Background: an optimization exercise with open tools, aiming at small area, a short achievable clock period and few clock cycles per item. Do not read the settings as production practice. Where RTL was checked, it was by simulation tests only, not by an equivalence proof against the original. Power figures rest on the tool's default switching activity, not on a simulated workload.

Setup of v49:
==> flow/design.v <==
module rm_decoder (
    input  wire       clk,
    input  wire       rst,
    input  wire       in_valid,
    input  wire [7:0] in_data,
    input  wire       in_eos,
    output wire       in_ready,
    output wire       out_valid,
    output wire [7:0] out_data,
    output wire       out_eos,
    input  wire       out_ready
);
    reg       h_v, h_eos;        
    reg [7:0] h_d;
    reg       s_v, s_eos;        
    reg [7:0] s_d;
    reg       rdy;               
    wire      pop;
    wire      push = in_valid & rdy;
    assign in_ready = rdy;
    always @(posedge clk) begin
        if (rst) begin
            h_v <= 1'b0;
            s_v <= 1'b0;
            rdy <= 1'b1;
        end else begin
            if (pop | ~h_v) begin
                h_v <= s_v | push;
                s_v <= 1'b0;
                rdy <= 1'b1;
            end else if (push) begin
                s_v <= 1'b1;
                rdy <= 1'b0;
            end
        end
    end
    always @(posedge clk) begin
        if (pop | ~h_v) begin
            h_d   <= s_v ? s_d   : in_data;
            h_eos <= s_v ? s_eos : in_eos;
        end
        if (rdy) begin
            s_d   <= in_data;
            s_eos <= in_eos;
        end
    end
    reg        st_cnt, st_val, st_mask, st_lit, st_skip;    
    reg [1:0]  mcnt;         
    reg [7:0]  ecount;       
    reg [7:0]  val;          
    reg [4:0]  lc;           
    reg [31:0] filled;       
    reg [7:0]  buf_q [0:31];
    reg        rd;           
    reg [3:0]  sel_lo;       
    reg [7:0]  sel_hi;       
    wire [4:0] idx = {sel_hi[7] | sel_hi[6] | sel_hi[5] | sel_hi[4],
                      sel_hi[7] | sel_hi[6] | sel_hi[3] | sel_hi[2],
                      sel_hi[7] | sel_hi[5] | sel_hi[3] | sel_hi[1],
                      sel_lo[3] | sel_lo[2],
                      sel_lo[3] | sel_lo[1]};
    reg        eos_pend;     
    reg        o_v, o_eos;
    reg [7:0]  o_d;
    wire       o_adv = ~o_v | out_ready;
    wire [31:0] below;       
    genvar g;
    assign below[0] = 1'b1;
    generate
        for (g = 1; g < 32; g = g + 1) begin : g_pre
            assign below[g] = &filled[g-1:0];
        end
    endgenerate
    wire [31:0] nxt_lit = ~filled & below;
    wire        all_filled = &filled;
    wire mask_ok = ~rd | (idx[4:3] > mcnt);
    reg  lit_ok_r;
    wire lit_ok  = ~rd | lit_ok_r;
    wire c_eos  = h_v & h_eos & ~eos_pend;
    wire h_dat  = h_v & ~h_eos;
    wire c_cnt  = h_dat & st_cnt;
    wire c_val  = h_dat & st_val;
    wire c_mask = h_dat & st_mask & mask_ok;
    wire c_lit  = h_dat & st_lit & lit_ok & ~all_filled;
    wire c_skip = h_dat & st_skip;
    assign pop  = c_eos | c_cnt | c_val | c_mask | c_lit | c_skip;
    wire one_left   = &(filled | nxt_lit);
    wire chunk_done = st_lit & ~eos_pend & (all_filled | (c_lit & one_left));
    wire [7:0] wd = st_lit ? h_d : val;
    reg [31:0] we;
    integer i;
    always @(*) begin
        for (i = 0; i < 32; i = i + 1)
            we[i] = (c_mask & (mcnt == i[4:3]) & h_d[7 - i[2:0]]) | (c_lit & nxt_lit[i]);
    end
    always @(posedge clk) begin
        for (i = 0; i < 32; i = i + 1)
            if (we[i]) buf_q[i] <= wd;
    end
    always @(posedge clk) begin
        if (c_val) val <= h_d;
        if (c_cnt) begin
            filled <= 32'd0;
            ecount <= h_d;
            mcnt   <= 2'd0;
            lc     <= 5'd0;
        end else begin
            if (c_mask | c_lit) filled <= filled | we;
            if (c_mask) mcnt <= mcnt + 2'd1;
            if (c_mask & (mcnt == 2'd3)) ecount <= ecount - 8'd1;
            if (c_lit) lc <= lc + 5'd1;
        end
        lit_ok_r <= c_cnt ? (idx > 5'd1) : ({1'b0, lc} + 6'd1 < {1'b0, idx});
    end
    wire cnt_ff = (h_d == 8'hFF);
    wire cnt_00 = (h_d == 8'h00);
    wire last_e = (ecount == 8'd1);
    always @(posedge clk) begin
        if (rst) begin
            st_cnt <= 1'b1; st_val <= 1'b0; st_mask <= 1'b0; st_lit <= 1'b0; st_skip <= 1'b0;
        end else if (c_eos | chunk_done) begin
            st_cnt <= 1'b1; st_val <= 1'b0; st_mask <= 1'b0; st_lit <= 1'b0; st_skip <= 1'b0;
        end else begin
            if (c_cnt) begin
                st_cnt  <= 1'b0;
                st_skip <= cnt_ff;
                st_lit  <= cnt_00;
                st_val  <= ~cnt_ff & ~cnt_00;
            end
            if (c_val) begin
                st_val  <= 1'b0;
                st_mask <= 1'b1;
            end
            if (c_mask & (mcnt == 2'd3)) begin
                st_mask <= 1'b0;
                st_lit  <= last_e;
                st_val  <= ~last_e;
            end
        end
    end
    always @(posedge clk) begin
        if (rst) begin
            rd  <= 1'b0;
            sel_lo <= 4'b0001;
            sel_hi <= 8'b00000001;
            o_v <= 1'b0;
            o_eos <= 1'b0;
            eos_pend <= 1'b0;
        end else begin
            if (chunk_done) rd <= 1'b1;
            if (c_eos) eos_pend <= 1'b1;
            if (o_adv) begin
                if (rd) begin
                    o_v   <= 1'b1;
                    o_eos <= 1'b0;
                    sel_lo <= {sel_lo[2:0], sel_lo[3]};
                    if (sel_lo[3]) sel_hi <= {sel_hi[6:0], sel_hi[7]};
                    if (sel_hi[7] & sel_lo[3]) rd <= 1'b0;
                end else if (eos_pend) begin
                    o_v   <= 1'b1;
                    o_eos <= 1'b1;
                    eos_pend <= 1'b0;
                end else begin
                    o_v   <= 1'b0;
                end
            end
        end
    end
    reg [7:0] rdata;
    always @(*) begin
        rdata = 8'd0;
        for (i = 0; i < 32; i = i + 1)
            rdata = rdata | ({8{sel_hi[i >> 2] & sel_lo[i & 3]}} & buf_q[i]);
    end
    always @(posedge clk) begin
        if (rst)
            o_d <= 8'd0;
        else if (o_adv & rd)
            o_d <= rdata;
    end
    assign out_valid = o_v;
    assign out_data  = o_d;
    assign out_eos   = o_eos;
endmodule
export LEC_CHECK = 0
export CAP_MARGIN = 20
export CORE_MARGIN = 2
export CORE_UTILIZATION = 60
export CTS_BUF_LIST = sky130_fd_sc_hd__clkbuf_8
export CTS_CLUSTER_DIAMETER = 60
export CTS_CLUSTER_SIZE = 16
export SETUP_SLACK_MARGIN = 4.6
export SLEW_MARGIN = 20
create_clock -name core_clock -period 7.0 [get_ports {clk}]
run.sh (not shown) runs the stock make flow with config.mk's settings and CLKGATE_MAP_FILE= SYNTH_SCRIPT=/design/flow/synth_recipe.tcl, a recipe that flattens the netlist after the stock synthesis.
The final layout from v49, which completed every stage, passed the timing, design-rule and antenna checks at the end of the flow.
#### Input delta (v21 over v49)
Settings: swapping 20 for 0 in CAP_MARGIN; putting TNS_END_PERCENT at 5 where nothing was set; swapping 20 for 0 in SLEW_MARGIN.
Notes after the runs:
- Global-route met3 utilization is lower on v21
- v21 vs v49: clock tree buffer count of the final layout down in v21
- [compare] base=v49 new=v21: setup slack higher, global-route usage lower.
### v21 -> v29
Settings: CAP_MARGIN: 0 -> 20; SLEW_MARGIN: 0 -> 20.
[summary]
Reported for v29 and v21, area taken by flip-flops and latches turned out identical to the last digit. Die area came out exactly the same in v29 and v21. Diff v21..v29 | slew at the pin closest to its max-slew limit | negligible. Diff v29..v21 | clock share of power | negligible. Diff v29..v21 | reg-to-reg setup timing slack | negligible. Any difference in delay contributed by the slowest stage of the critical path between v21 and v29 is small enough to ignore. The combinational share of power was comparable across v29 and v21. Diff v29..v21 | power | unchanged.
No run of this note included a check of the RTL's function; only the layout flow was run.

Another version of the RTL of rm_decoder (not shown whole).
Size: about 370 flip-flops, about 24 I/O pins.
Settings: LEC_CHECK=0, CAP_MARGIN=20, CORE_MARGIN=2, CORE_UTILIZATION=65, CTS_BUF_LIST=sky130_fd_sc_hd__clkbuf_8, CTS_CLUSTER_DIAMETER=60, CTS_CLUSTER_SIZE=16, SETUP_SLACK_MARGIN=4.6, SLEW_MARGIN=20, TNS_END_PERCENT=5; clock period 7.0 ns.
Testbench counts at the start, summed over its fixed seeds: cycles 33,195, bytes 27,072.
Edit:
--- a/flow/config.mk
+++ b/flow/config.mk
@@ -10 +10 @@
-export CORE_UTILIZATION = 65
+export CORE_UTILIZATION = 50
What happened: The new run went through all stages and came out clean. Combinational power decreases by about 3%. Die area increases by 29%. Global-route usage decreases by 7.1 points. Utilization decreases by 19 points. Maximum frequency decreases by 1.7%. Routed wire length increases by 1.2%. Setup slack loses 0.044 ns. Critical path depth decreases by 2. Total power decreases by 0.92%. Count of clock-buffer cells in the layout decreases by 3. Final area decreases by 0.74%.
Edit:
--- a/flow/config.mk
+++ b/flow/config.mk
@@ -10,4 +10,4 @@
-export CORE_UTILIZATION = 50
-export CTS_BUF_LIST = sky130_fd_sc_hd__clkbuf_8
-export CTS_CLUSTER_DIAMETER = 60
-export CTS_CLUSTER_SIZE = 16
+export CORE_UTILIZATION = 60
+export CTS_BUF_LIST = sky130_fd_sc_hd__clkbuf_16
+export CTS_CLUSTER_DIAMETER = 80
+export CTS_CLUSTER_SIZE = 24
=> Worst setup slack gets better by 0.096 ns. Critical path depth stays the same. Cell area is lower by 0.97%. Clock-buffer cell count is lower by 11.
Edit:
--- a/flow/config.mk
+++ b/flow/config.mk
@@ -11 +11 @@
-export CTS_BUF_LIST = sky130_fd_sc_hd__clkbuf_16
+export CTS_BUF_LIST = sky130_fd_sc_hd__clkbuf_8 sky130_fd_sc_hd__clkbuf_16
The changed run produced a clean layout.
Via count grows by 1.7%.
Worst setup slack is worse by 0.016 ns.
Register-to-register slack loses 0.02 ns.
Count of clock-buffer cells in the layout rose by 1.
Clock skew stays flat.
Wire length increases by 3.4%.
Clock power barely changes.

Another version of the RTL of rm_decoder (not shown whole).
Size: roughly 370 flip-flops, ~24 I/O pins, roughly 15,000 um^2 of cells after synthesis.
// rm_decoder
module rm_decoder (
    input  wire       clk,
    input  wire       rst,
    input  wire       in_valid,
    input  wire [7:0] in_data,
    input  wire       in_eos,
    output wire       in_ready,
    output wire       out_valid,
    output wire [7:0] out_data,
    output wire       out_eos,
    input  wire       out_ready
);
    reg       h_v, h_eos;        
    reg [7:0] h_d;
    reg       s_v, s_eos;        
    reg [7:0] s_d;
    reg       rdy;               
    wire      pop;
    wire      push = in_valid & rdy;
    assign in_ready = rdy;
    always @(posedge clk) begin
        if (rst) begin
            h_v <= 1'b0;
            s_v <= 1'b0;
            rdy <= 1'b1;
        end else begin
            if (pop | ~h_v) begin
                h_v <= s_v | push;
                s_v <= 1'b0;
                rdy <= 1'b1;
            end else if (push) begin
                s_v <= 1'b1;
                rdy <= 1'b0;
            end
        end
    end
    always @(posedge clk) begin
        if (pop | ~h_v) begin
  ...
Settings: LEC_CHECK=0, CAP_MARGIN=20, CORE_MARGIN=2, CORE_UTILIZATION=60, CTS_BUF_LIST=sky130_fd_sc_hd__clkbuf_8, CTS_CLUSTER_DIAMETER=60, CTS_CLUSTER_SIZE=16, SETUP_SLACK_MARGIN=4.7, SLEW_MARGIN=20, TNS_END_PERCENT=5; clock period 7.0 ns.
Testbench counts at the start, summed over its fixed seeds: cycles 33,821, bytes 27,072.
Next try:
- SETUP_SLACK_MARGIN: 4.7 -> 4.6
After rerunning: Clock skew rises by 0.0082 ns; final area stays flat; first-iteration DRC count shrinks by about 2%; clock-buffer cell count falls by 1; utilization went up by 0.15 points; routed wire length came out higher by about 0.55%; global-route usage is lower by 0.44 points.
Next try:
- SETUP_SLACK_MARGIN: 4.6 -> 4.5
Effect: The new run completed without violations. Synthesized cell count does not change. Via count is lower by 5.4%. Sequential share of layout area is higher by 2.5 points.

-- port drivers added, routing unchanged --
The flow's constraints put no driver on any port. The routed layouts listed below were extracted and timed again, unchanged, in two steps.
Step 1: set_driving_cell puts a clkbuf_16 on clk and a buf_2 on each other input, an assumption about the parent block.
Step 2 times the ports against the registers' clock, not the clock port: input delays grow and output delays shrink by t, the midpoint of the rising clock arrivals with the driver on.
a / b / c = no drivers / after step 1 / after step 2; a / b = the first two.
| run | t, ns | setup slack, ns | worst setup path at the end | worst register clock-pin slew, ns | cell pins on the clock port's net |
|---|---|---|---|---|---|
| v49 | 0.668 | 4.302 / 4.302 / 3.920 | input to register | 0.11 / 0.11 | 1 |
| v21 | 0.633 | 4.386 / 4.399 / 3.769 | input to register | 0.10 / 0.10 | 1 |
| v29 | 0.633 | 4.386 / 4.399 / 3.769 | input to register | 0.10 / 0.10 | 1 |
| the first run of note 2 | 0.645 | 4.460 / 4.460 / 4.023 | input to register | 0.11 / 0.11 | 1 |
| the second run of note 2 | 0.637 | 4.416 / 4.416 / 3.923 | input to register | 0.11 / 0.11 | 1 |
| the third run of note 2 | 0.568 | 4.512 / 4.505 / 4.051 | input to register | 0.10 / 0.10 | 1 |
| the fourth run of note 2 | 0.573 | 4.496 / 4.496 / 4.050 | input to register | 0.10 / 0.10 | 1 |
| the first run of note 3 | 0.635 | 4.486 / 4.473 / 3.912 | input to register | 0.11 / 0.11 | 1 |
| the second run of note 3 | 0.639 | 4.514 / 4.470 / 3.909 | input to register | 0.11 / 0.11 | 1 |
| the third run of note 3 | 0.639 | 4.309 / 4.265 / 3.796 | input to register | 0.10 / 0.10 | 1 |
After both steps every run listed still meets setup and hold.
